What follows belongs to an exercise in optimizing a design on an open flow for small area, a short achievable clock period and few clock cycles; a production flow would make more cautious choices.
Where RTL was checked, it was by simulation tests only, not by an equivalence proof against the original.
For run 1, only the layout was checked, not whether the RTL still works.

==> flow/design.v (outline; a module is shown in full before it is edited, if it fits) <==
// module bbt_keygen: 733 lines
module bbt_keygen (
    input  wire         clk,
    input  wire         rst,
    input  wire         cmd_valid,
    output wire         cmd_ready,
    input  wire [2:0]   cmd_op,
    input  wire [31:0]  cmd_arg,
    output reg          done,
    output reg          err,
    output wire [31:0]  result,
    output wire [127:0] fkey,
    output wire [7:0]   name_addr,
    input  wire [7:0]   name_data,
    output wire [9:0]   mt_raddr,
    input  wire [31:0]  mt_rdata,
    output wire         mt_we,
    output wire [9:0]   mt_waddr,
    output wire [31:0]  mt_wdata
);
  // ...
==> flow/flow/run.sh <==
#!/bin/bash
set -euo pipefail
MARGIN=${SETUP_MARGIN_NS:-6}
echo "export SETUP_SLACK_MARGIN = $MARGIN" >> config.mk
bash standard.sh > standard.log 2>&1
==> flow/standard.sh <==
#!/bin/bash
# synth_recipe.tcl (not shown) runs the flow's synth.tcl, then flattens the netlist and writes it again
# the make line also repeats each setting of config.mk as NAME=value (left out here)
make -C /OpenROAD-flow-scripts/flow DESIGN_CONFIG=/design/flow/config.mk WORK_HOME=/design/flow/orfs CLKGATE_MAP_FILE= SYNTH_SCRIPT=/design/flow/synth_recipe.tcl "${@:-finish}"
==> flow/config.mk <==
export PLATFORM = sky130hd
export DESIGN_NAME = bbt_keygen
export DESIGN_NICKNAME = bbt_keygen
export VERILOG_FILES = /design/flow/design.v
export SDC_FILE = /design/flow/constraint.sdc
export NUM_CORES = 4
export LEC_CHECK = 0
export ABC_CLOCK_PERIOD_IN_PS = 3500
export CAP_MARGIN = 20
export CORE_MARGIN = 2
export CORE_UTILIZATION = 40
export SLEW_MARGIN = 20
export SETUP_SLACK_MARGIN = 6
==> flow/constraint.sdc <==
create_clock -name core_clock -period 10.0 [get_ports {clk}]
set_input_delay 2.0000 -clock core_clock [delete_from_list [all_inputs] [get_ports {clk}]]
set_output_delay 2.0000 -clock core_clock [all_outputs]
set_load 0.01 [all_outputs]
==> flow_metrics.tcl, run 1 <==
set metrics [dict create \
    status "timing/DRC/antenna clean" \
    timing.rr.start "rem[5]$_DFFE_PP_" \
    vias_per_cell 6.06 \
    use_met2 0.493 \
    synth.most_common_cell "nand2_1" \
    finalNonFillerCells 3780 \
    n_all_inverters 214 \
    cts_buffers 39 \
    criticalPathCategory "reg -> reg" \
    drc_errors 0 \
    avgSynthCellArea_um2 9.49 \
    finClkSkew_ps 28.9 \
    synth-adder-area-share 0.179 \
    clock_area_frac 0.0392 \
    cts_setup_buffers 103 \
    grt_usage 0.330 \
    slew_violations 0 \
    slew_headroom 0.213 \
    wl_met1_mm 41.1 \
    grt_pass1_wl_mm 154 \
    hold_start "fk[81]$_DFF_P_" \
    coreArea_um2 61400 \
    dominant_cells "multi-input combinational cells" \
    final_cell_area_um2 32000 \
    overflow 0 \
    ant_nets 0 \
    antenna_found_initial 4 \
    cts_hold_buf 0 \
    clock_sinks 321 \
    cpPeakStageDelay_ps 570 \
    critPathLaunch "rem[5]$_DFFE_PP_" \
]
==> inputs of run 2 (changes only) <==
--- a/flow/design.v
+++ b/flow/design.v
@@ -44,16 +44,18 @@
     reg         argbad;      
     reg         hfirst;      
     reg [8:0]   rem;         
     reg [7:0]   na;
     reg [1:0]   pp;          
     reg         in_v, in_sep, in_dot;
     reg [7:0]   in_c, in_m;  
     reg         dot_seen;
+    reg         h_fin;       
+    reg         a_q, a_r, a_i;   
     reg [9:0]   ra_d;        
     reg [9:0]   ra_e;        
     reg         f_fast;      
     reg         f_amode;     
     function [31:0] temper(input [31:0] y0);
         reg [31:0] y;
         begin
             y = y0 ^ (y0 >> 11);
@@ -90,26 +92,22 @@
     assign fkey      = fk;
     assign result    = rsel ? bswap(fk[127:96]) : R;
     wire adv_ok   = (state == S_IDLE) || (state == S_GO) || (state == S_FKD);
     wire slowload = adv_ok && !f_fast;    
     wire        use_a = (state == S_ADV) || (state != S_SLC && f_amode);
     wire [31:0] tx    = use_a ? sd : mt_rdata;
     wire [31:0] tp    = use_a ? mt_rdata : sd;
     wire [31:0] ty    = {b31, tp[30:0]};
-    wire        tw_en = !(state == S_ADV && kp != 10'd398) && !slowload;
+    wire        tw_en = !(state == S_ADV && cq != 10'd396) && !slowload;
     wire [31:0] Qn    = tx ^ (tw_en ? ((ty >> 1) ^ (ty[0] ? 32'h9908B0DF : 32'h0)) : 32'h0);
     wire [31:0] tq = temper(Q);
-    wire h_fin = (state == S_HASH) && !hfirst && !in_v && (rem == 9'd0);
-    wire ld_q = (state == S_LOAD && !op_fk) || (state == S_SLX);
-    wire ld_r = (state == S_LOAD && op_fk);
     wire ld_f = h_fin && dot_seen;
-    wire ld_i = (state == S_HASH) && (hfirst || (in_v && in_sep));
-    wire [31:0] a_row = ({22'd0, kp} & {32{tm}}) | (Q & {32{ld_q}}) | (R & {32{ld_r}}) |
-                        (fk[127:96] & {32{ld_f}}) | (HASH_INIT & {32{ld_i}});
+    wire [31:0] a_row = ({22'd0, kp} & {32{tm}}) | (Q & {32{a_q}}) | (R & {32{a_r}}) |
+                        (fk[127:96] & {32{ld_f}}) | (HASH_INIT & {32{a_i}});
     wire [31:0] sd_y  = sd ^ {30'd0, sd[31:30]};
     wire [31:0] sd_yg = sd_y & {32{tm}};
     wire [31:0] sd_nq = ~sd_y & {32{tm}};
 wire tt_s1 = (sd_yg[26] | (R[26] & in_m[0])) ^ (sd_yg[24] | (R[25] & in_m[1])) ^ (sd_nq[21] | (R[24] & in_m[2]));
 wire tt_c2 = ((sd_yg[26] | (R[26] & in_m[0])) & (sd_yg[24] | (R[25] & in_m[1]))) | ((sd_yg[26] | (R[26] & in_m[0])) & (sd_nq[21] | (R[24] & in_m[2]))) | ((sd_yg[24] | (R[25] & in_m[1])) & (sd_nq[21] | (R[24] & in_m[2])));
 wire tt_s3 = (sd_yg[27] | (R[27] & in_m[0])) ^ (sd_yg[25] | (R[26] & in_m[1])) ^ (sd_nq[22] | (R[25] & in_m[2]));
 wire tt_c4 = ((sd_yg[27] | (R[27] & in_m[0])) & (sd_yg[25] | (R[26] & in_m[1]))) | ((sd_yg[27] | (R[27] & in_m[0])) & (sd_nq[22] | (R[25] & in_m[2]))) | ((sd_yg[25] | (R[26] & in_m[1])) & (sd_nq[22] | (R[25] & in_m[2])));
 wire tt_s5 = (sd_yg[28] | (R[28] & in_m[0])) ^ (sd_yg[26] | (R[27] & in_m[1])) ^ (sd_nq[23] | (R[26] & in_m[2]));
@@ -545,16 +543,17 @@
                 f_amode <= e_amode;
                 state <= S_IDLE;
                 rdy   <= 1'b1;
             end else begin
                 Q     <= Qn;
                 kp    <= d + 10'd2;
                 ra_d  <= d_x;
                 tm    <= 1'b0;
+                a_q   <= 1'b1;
                 state <= S_SLX;
             end
         end
     endtask
     always @(posedge clk) fk[95:0] <= fk[127:32];
     wire hash_byte = !rst && (state == S_HASH) && !(hfirst && argbad) && nd_use;
     always @(posedge clk) begin
         in_c <= hash_byte ? nd_c : 8'd0;
@@ -565,29 +564,38 @@
             state  <= S_IDLE;
             seeded <= 1'b0;
             done   <= 1'b0;
             err    <= 1'b0;
             qw     <= 1'b0;
             rdy    <= 1'b0;
             na     <= 8'd0;
             tm     <= 1'b1;
+            h_fin  <= 1'b0;
+            a_q    <= 1'b0;
+            a_r    <= 1'b0;
+            a_i    <= 1'b0;
         end else begin
             done <= 1'b0;
             qw   <= 1'b0;
+            a_q  <= 1'b0;
+            a_r  <= 1'b0;
+            a_i  <= 1'b0;
+            h_fin <= (state == S_HASH) && (rem == 9'd0) && !h_fin && !(hfirst && argbad);
             case (state)
             S_IDLE: begin
                 rdy <= ~rdy;
                 fk[127:96] <= bswap(tq);     
                 if (cmd_valid) begin
                     case (cmd_op)
                     3'd0: begin
                         Q      <= cmd_arg;
                         op_fk  <= 1'b0;
                         tm     <= 1'b0;
+                        a_q    <= 1'b1;
                         state  <= S_LOAD;
                     end
                     3'd1: begin
                         done <= 1'b1;
                         rsel <= 1'b1;
                         if (!seeded) begin
                             err <= 1'b1;
                         end else begin
@@ -599,16 +607,17 @@
                     3'd2, 3'd3, 3'd4: begin
                         argbad   <= !arg_ok;
                         rem      <= cmd_arg[8:0];
                         op_raw   <= (cmd_op == 3'd3);
                         op_fk    <= (cmd_op == 3'd4);
                         rsel     <= 1'b0;
                         hfirst   <= 1'b1;
                         tm       <= 1'b0;
+                        a_i      <= 1'b1;
                         dot_seen <= 1'b0;
                         pp       <= 2'd0;
                         in_v     <= 1'b0;
                         na       <= 8'd1;
                         state    <= S_HASH;
                     end
                     default: begin
                         done <= 1'b1;
@@ -618,16 +627,17 @@
                 end
             end
             S_HASH: begin
                 hfirst <= 1'b0;
                 na     <= na + 8'd1;
                 in_v   <= (rem != 9'd0);
                 rem    <= rem - {8'd0, rem != 9'd0};
                 in_sep <= nd_sep;
+                a_i    <= (rem != 9'd0) && nd_sep;
                 in_dot <= nd_dot;
                 pp     <= nd_sep ? 2'd0 : pp + 2'd1;
                 if (hfirst) begin
                     R <= tree_out;                   
                     if (argbad) begin
                         done  <= 1'b1;
                         err   <= 1'b1;
                         rdy   <= 1'b0;
@@ -638,41 +648,42 @@
                 end else if (in_v) begin
                     R <= tree_out;                   
                     if (in_sep) begin
                         dot_seen <= 1'b0;
                     end else if (in_dot) begin
                         fk[127:96] <= R;
                         dot_seen   <= 1'b1;
                     end
-                end else if (rem == 9'd0) begin
+                end else if (h_fin) begin
                     if (dot_seen) R <= tree_out;     
                     na <= 8'd0;
                     if (op_fk) begin
+                        a_r   <= 1'b1;
                         state <= S_LOAD;
                     end else begin
                         done  <= 1'b1;
                         err   <= 1'b0;
                         rdy   <= 1'b0;
                         tm    <= 1'b1;
                         state <= S_IDLE;
                     end
                 end
             end
             S_LOAD: begin
                 sd    <= tree_out;                   
                 b31   <= op_fk ? R[31] : Q[31];
-                kp    <= 10'd1;
                 cq    <= 10'h3FF;
+                kp    <= 10'd1;
                 tm    <= 1'b1;
                 state <= S_ADV;
             end
             S_ADV: begin
-                ra_d <= (kp == 10'd397) ? 10'd2 : 10'd1;
-                if (kp != 10'd398) begin
+                ra_d <= (cq == 10'd395) ? 10'd2 : 10'd1;
+                if (cq != 10'd396) begin
                     Q  <= sd;
                     cq <= cq + 10'd1;
                     qw <= 1'b1;
                     sd <= tree_out;
                     kp <= kp + 10'd1;
                 end else begin
                     Q       <= Qn;
                     cq      <= 10'd0;
==> run 2 against run 1 <==
Net effect:
- critical path depth is 4 lower
- clock skew is 16 ps higher
- fmax grew 13%
- highest routed layer unchanged
- sequential cell count grew 4
- global-route usage fell by 0.63 points
- worst setup slack improved by 680 ps
- sequential share of layout area fell by 0.60 points
- register-to-register slack gained 680 ps
- worst hold slack improved by 0.94 ps
==> flow_metrics.tcl, run 2 <==
set metrics [dict create \
    clock_path_buffers 3 \
    vias_per_cell 5.92 \
    fin_crit_ps 5450 \
    diodes 0 \
    top_layer "met5" \
    grt_pass1_vias 22200 \
    place_area_um2 28700 \
    arrival_ps 5790 \
    die_y_um 253 \
    avgSynthCellArea_um2 9.51 \
    path_delay_family "adder cells" \
    finClkSkew_ps 44.4 \
    synth_seq_cells 325 \
    criticalPathCategory "reg -> reg" \
    coreArea_um2 61500 \
    pin_count 302 \
    clk_latency_ps 600 \
    synth_top_area_frac 0.233 \
    grt_start_max_net_pins 67 \
    row_count 91 \
    overflow 0 \
    ys_warn_count 1 \
    crit_buf_inv 7 \
    cp.required_ps 10340 \
    dieArea_um2 63900 \
    synth.most_common_cell "nand2_1" \
    postSynthCellCount 2605 \
    cts_hold_buf 0 \
    min-delay-path-class "reg -> reg" \
    synth_area_um2 24800 \
    vias 22800 \
    final_common_cell "nand2_1" \
    ant_nets 0 \
    root_buffer "clkbuf_16" \
    rsz0062_at_grt "true" \
    endpoint_kind "flop" \
    drive_gt1_frac 0.196 \
    cpPeakStageDelay_ps 500 \
    clk_pin_slew_ps 60 \
    tritoncts "yes" \
    synth_area_leaders "edfxtp_1 (23%), fa_1 (14%), dfxtp_1 (11%)" \
    fin_crit_sh 0.545 \
    cp_max_fo 5 \
    setup-tns-final_ps 0 \
    synth_top_cell_by_area "edfxtp_1" \
    ys.flop_type "edfxtp_1" \
    slew_headroom 0.305 \
    post_drt_wl_per_cell_um 27.4 \
    start_kind "flop" \
    async_flop_share 0 \
    drc_errors 0 \
    ys_seq_area_frac 0.340 \
    first_iter_violations 3099 \
    cts_buffers 40 \
    top_register "fk" \
    initial_core_util 0.403 \
    antenna_found_initial 5 \
    hold_violations 0 \
    finalSetupViolations 0 \
    synth_commonest_cells "nand2_1 (427), inv_1 (195), edfxtp_1 (192), fa_1 (178), xnor2_1 (136)" \
    die-width_um 253 \
    dr_wl_met3_mm 12.0 \
    synth_edf_count 192 \
    maxClockFrequency_ghz 0.183 \
    critPathSlowestCell "fa_1" \
    wl_mm 106 \
    path_cells "buf_4 -> xnor2_4 -> a22oi_1 -> fa_1 -> inv_1 -> fa_1 -> inv_1 -> fa_1 -> inv_1 -> fa_1 -> ha_4 -> nand3_2 -> a21oi_2 -> o41ai_4 -> a2111oi_4 -> o211ai_1 -> buf_4 -> a21o_1 -> buf_4 -> buf_4 -> xnor2_2" \
    final_nets 3351 \
    worstMarginPinSlew_ps 1040 \
    status "timing/DRC/antenna clean" \
    slew_violations 0 \
    globalplace.congestion 0.982 \
    grt_pass1_wl_mm 151 \
    maxCapViolations 0 \
    met2WireLength_mm 46.1 \
    area_growth_pct 33.5 \
    dpl.hpwl_mm 76.3 \
    wl_met1_mm 42.0 \
    clock_sinks 325 \
    syn-num-nets 2926 \
    final_cell_mix "nand2_1 (405), clkdlybuf4s50_1 (257), edfxtp_1 (192)" \
    grt_usage 0.324 \
    ys_types 95 \
    final_util 0.538 \
    drtPass1Iterations 9 \
    port-buffer-count 301 \
    htree_num_levels 2 \
    final_cell_area_um2 33100 \
    largest_reg_flops 128 \
]
run 2: changes by cell type after synthesis, moves of 8 or more:
cell,previous run,this run
nor3_1,26,35
nand2_1,375,427
nor4_1,18,10
a21oi_1,118,128
o21ai_0,111,124
o21ai_1,55,13
nand4_1,21,13
nor2_1,105,120
buf_1,11,19
or3_1,12,4
xnor2_1,126,136
inv_1,212,195
clkbuf_1,135,115
and2_1,46,34
run 2: path summary, 6_finish.rpt:
path,depth (start not counted),slack [ps],startpoint,to
worst max-delay path,21,4550,sd[30]$_DFFE_PP_,R[25]$_DFFE_PP_
worst min-delay path,0,350,fk[56]$_DFF_P_,fk[24]$_DFF_P_
worst max register to register,21,4550,sd[30]$_DFFE_PP_,R[25]$_DFFE_PP_
worst min register to register,0,350,fk[56]$_DFF_P_,fk[24]$_DFF_P_
run 2: cell type report:
class,count,area (um^2)
Multi-Input combinational cell,1922,16100
Clock buffer,51,1110
Timing Repair Buffer,546,5370
Sequential cell,325,8450
Clock inverter,22,280
Inverter,195,744
Fill cell,5492,28400
Tap cell,790,988
run 2: logic make-up after synthesis:
logic type	after synthesis	synth area share
DFF	325	0.340
AOI/OAI and AO/OA	529	0.142
adders and majority gates	245	0.178
and+or+nand+nor	798	0.148
muxes	117	0.0505
buffers and inverters	359	0.0580
xor gates and xnor gates	232	0.0837
run 2: through the flow:
step / instances / hold slack (ps) / setup slack, ps
4_1_cts: 3799 / 348 / 4700
3_3_place_gp: 3566 / 334 / 3280
5_1_grt: 3851 / 354 / 4430
3_5_place_dp: 3568 / 337 / 3240
6_report: 3851 / 347 / 4550
2_1_floorplan: 2605 / 382 / 4760
run 2: layer usage:
metal,vias up,track usage
met5,-,0
met1,11100,0.424
met2,1512,0.494
met3,322,0.0986
li1,9828,-
met4,8,0.141
run 2: worst register-to-register path: cells and delay by family, from the launching register on:
kind,cells,cell delay (ps)
fa+ha+maj,5,2320
compound gates,6,1160
buf+inv,7,830
flops,1,480
xor+xnor,2,330
simple gates,1,90
run 2: timing repair:
action / in CTS / in global routing
gates cloned: 7 / 2
resized for setup: 277 / 91
setup endpoints to repair: 182 / 96
pin swaps: 104 / 55
buffers inserted: 151 / 50
Testbench counts of run 2, summed over its fixed seeds: cycles 30,159.

-- re-timing with driven ports --
In the flow no input, the clock included, has a driving cell. The finished layouts below were timed again as built, in two steps. Step 1 assumes that a clkbuf_16 drives the clock port and a buf_2 every other input. Step 2 also shifts input and output timing later by t, the mid clock arrival at the registers, as if the neighbouring blocks saw the same clock. Three values: ideal, step 1, step 2; two values: the first two.
run	t (ns)	setup WS [ns]	worst hold slack (ns)	latest minus earliest clock arrival (ns)
run 1	0.626	3.863 / 3.863 / 3.863	0.346 / 0.346 / 0.346	0.030 / 0.030
run 2	0.643	4.547 / 4.547 / 4.547	0.347 / 0.347 / 0.347	0.045 / 0.045
After both steps setup and hold are still met in every run listed.
